Background: an optimization exercise with open tools, aiming at small area. Do not read the settings as production practice.
Only simulation tests tie the RTL to the original design; equivalence was not proved.
No activity file was given, so power comes from the tool's default toggle rates.

## ccsds_framer
module ccsds_framer (
    input  wire         clk,
    input  wire         rst,           
    input  wire         rx_valid,
    input  wire [1:0]   rx_kind,       
    input  wire [7:0]   rx_data,
    output wire         rx_ready,
    input  wire         stop_req,
    output wire         tx_valid,
    input  wire         tx_ready,
    input  wire         tx_open,
    output wire         tx_eos,
    output wire [2:0]   tx_version,
    output wire         tx_type,
    output wire         tx_shf,
    output wire [10:0]  tx_apid,
    output wire [1:0]   tx_seqflags,
    output wire [13:0]  tx_seqcnt,
    output wire [15:0]  tx_dlen,
    output wire [31:0]  tx_sh_week,
    output wire [31:0]  tx_sh_ms,
    output wire [5:0]   tx_ud_len,
    output wire [495:0] tx_ud,         
    output wire [15:0]  tx_checksum,
    output wire [2:0]   state,
    output wire [3:0]   err_cause,
    output wire [1:0]   err_phase,
  ...
==> flow/config.mk <==
export PLATFORM = sky130hd
export DESIGN_NAME = ccsds_framer
export DESIGN_NICKNAME = ccsds_framer
export VERILOG_FILES = /design/flow/design.v
export SDC_FILE = /design/flow/constraint.sdc
export NUM_CORES = 4
export LEC_CHECK = 0
export CAP_MARGIN = 20
export CORE_MARGIN = 2
export CORE_UTILIZATION = 80
export PLACE_DENSITY = 0.86
export SLEW_MARGIN = 20
export SYNTH_HIERARCHICAL = 1
==> flow/constraint.sdc <==
create_clock -name core_clock -period 10.0 [get_ports {clk}]
set_input_delay 2.0000 -clock core_clock [delete_from_list [all_inputs] [get_ports {clk}]]
set_output_delay 2.0000 -clock core_clock [all_outputs]
set_load 0.01 [all_outputs]
standard.sh (not shown) runs the stock make flow with config.mk's settings and CLKGATE_MAP_FILE= SYNTH_SCRIPT=/design/flow/synth_recipe.tcl, a recipe that flattens the netlist after the stock synthesis.
==> flow/flow/run.sh <==
#!/bin/bash
# Standard ORFS layout (the standard.sh) with two changes:
#  - ports are buffered with the smallest buffer (buf_1)
#  - CTS: clkbuf_16 root, clkbuf_8 elsewhere, sink clusters of up to 20
#    within 60 um, and no dummy loads
# make's full output goes to flow_make.log; ORFS keeps each tool's log under orfs/logs.
set -euo pipefail
cd "$(dirname "$0")/.."
bash standard.sh \
  "BUFFER_PORTS_ARGS=-buffer_cell sky130_fd_sc_hd__buf_1" \
  "CTS_ARGS=-sink_clustering_enable -repair_clock_nets -dont_use_dummy_load -buf_list {sky130_fd_sc_hd__clkbuf_8} -root_buf sky130_fd_sc_hd__clkbuf_16 -sink_clustering_size 20 -sink_clustering_max_diameter 60" \
  finish > flow_make.log 2>&1
Change:
- CAP_MARGIN: 20 -> 10
- SLEW_MARGIN: 20 -> 10
After rerunning: Clock skew stays the same; cell area does not change; clock power barely changes; global-route usage is unchanged; die area stays the same; routed wire length does not change.
Change:
==> flow/flow/run.sh (replaced) <==
#!/bin/bash
# Standard ORFS layout (the standard.sh) with two changes:
#  - ports are buffered with the smallest buffer (buf_1)
#  - CTS: clkbuf_16 root, clkbuf_8 elsewhere, sink clusters of up to 16
#    within 50 um, and no dummy loads
# make's full output goes to flow_make.log; ORFS keeps each tool's log under orfs/logs.
set -euo pipefail
cd "$(dirname "$0")/.."
bash standard.sh \
  "BUFFER_PORTS_ARGS=-buffer_cell sky130_fd_sc_hd__buf_1" \
  "CTS_ARGS=-sink_clustering_enable -repair_clock_nets -dont_use_dummy_load -buf_list {sky130_fd_sc_hd__clkbuf_8} -root_buf sky130_fd_sc_hd__clkbuf_16 -sink_clustering_size 16 -sink_clustering_max_diameter 50" \
  finish > flow_make.log 2>&1
- CAP_MARGIN: 10 -> 20
- CORE_UTILIZATION: 80 -> 65
- PLACE_DENSITY: 0.86 -> 0.72
- SLEW_MARGIN: 10 -> 20
Total power is higher by 1.6%.
Register-to-register slack improved by 0.64 ns.
Via count is lower by about 2%.
Worst setup slack improved by 0.43 ns.
Cell area is higher by 1.1%.
Clock-buffer cell count is higher by 47.
Area after synthesis does not change.
Cell count is higher by about 3.4%.
Change:
==> flow/flow/run.sh (replaced) <==
#!/bin/bash
# Standard ORFS layout (the standard.sh) with two changes:
#  - ports are buffered with the smallest buffer (buf_1)
#  - CTS: clkbuf_16 root, clkbuf_8 elsewhere, sink clusters of up to 20
#    within 60 um, and no dummy loads
# make's full output goes to flow_make.log; ORFS keeps each tool's log under orfs/logs.
set -euo pipefail
cd "$(dirname "$0")/.."
bash standard.sh \
  "BUFFER_PORTS_ARGS=-buffer_cell sky130_fd_sc_hd__buf_1" \
  "CTS_ARGS=-sink_clustering_enable -repair_clock_nets -dont_use_dummy_load -buf_list {sky130_fd_sc_hd__clkbuf_8} -root_buf sky130_fd_sc_hd__clkbuf_16 -sink_clustering_size 20 -sink_clustering_max_diameter 60" \
  finish > flow_make.log 2>&1
Utilization fell by 0.36 points.
Global-route usage is about the same.
Worst hold slack improves by 0.012 ns.
Synthesized area stays the same.

==> static timing again, ports no longer ideal <==
In the flow no input, the clock included, has a driving cell. The finished layouts below were timed again as built, in two steps. Step 1 assumes that a clkbuf_16 drives the clock port and a buf_2 every other input. Step 2 moves the port delays by t, midway between the first and last clock arrival at a register: inputs arrive t later, outputs are due t later. That takes back most of the time a late clock gives input paths. Slacks: ideal ports / drivers / drivers and shift; pairs: ideal ports / drivers.
run	shift t [ns]	setup slack, ns	latest minus earliest clock arrival (ns)	worst slew at a driven data input, ns
the first run	0.865	4.340 / 4.340 / 3.580	0.073 / 0.074	0.08
the second run	0.865	4.340 / 4.340 / 3.580	0.073 / 0.074	0.08
the third run	0.842	4.773 / 4.838 / 3.996	0.122 / 0.121	0.12
the fourth run	0.862	4.800 / 4.866 / 4.004	0.102 / 0.102	0.12
After both steps setup and hold are still met in every run listed. For the fourth run, which loses most, drivers alone change the setup slack by +0.066 ns; drivers and shift together by -0.796 ns.
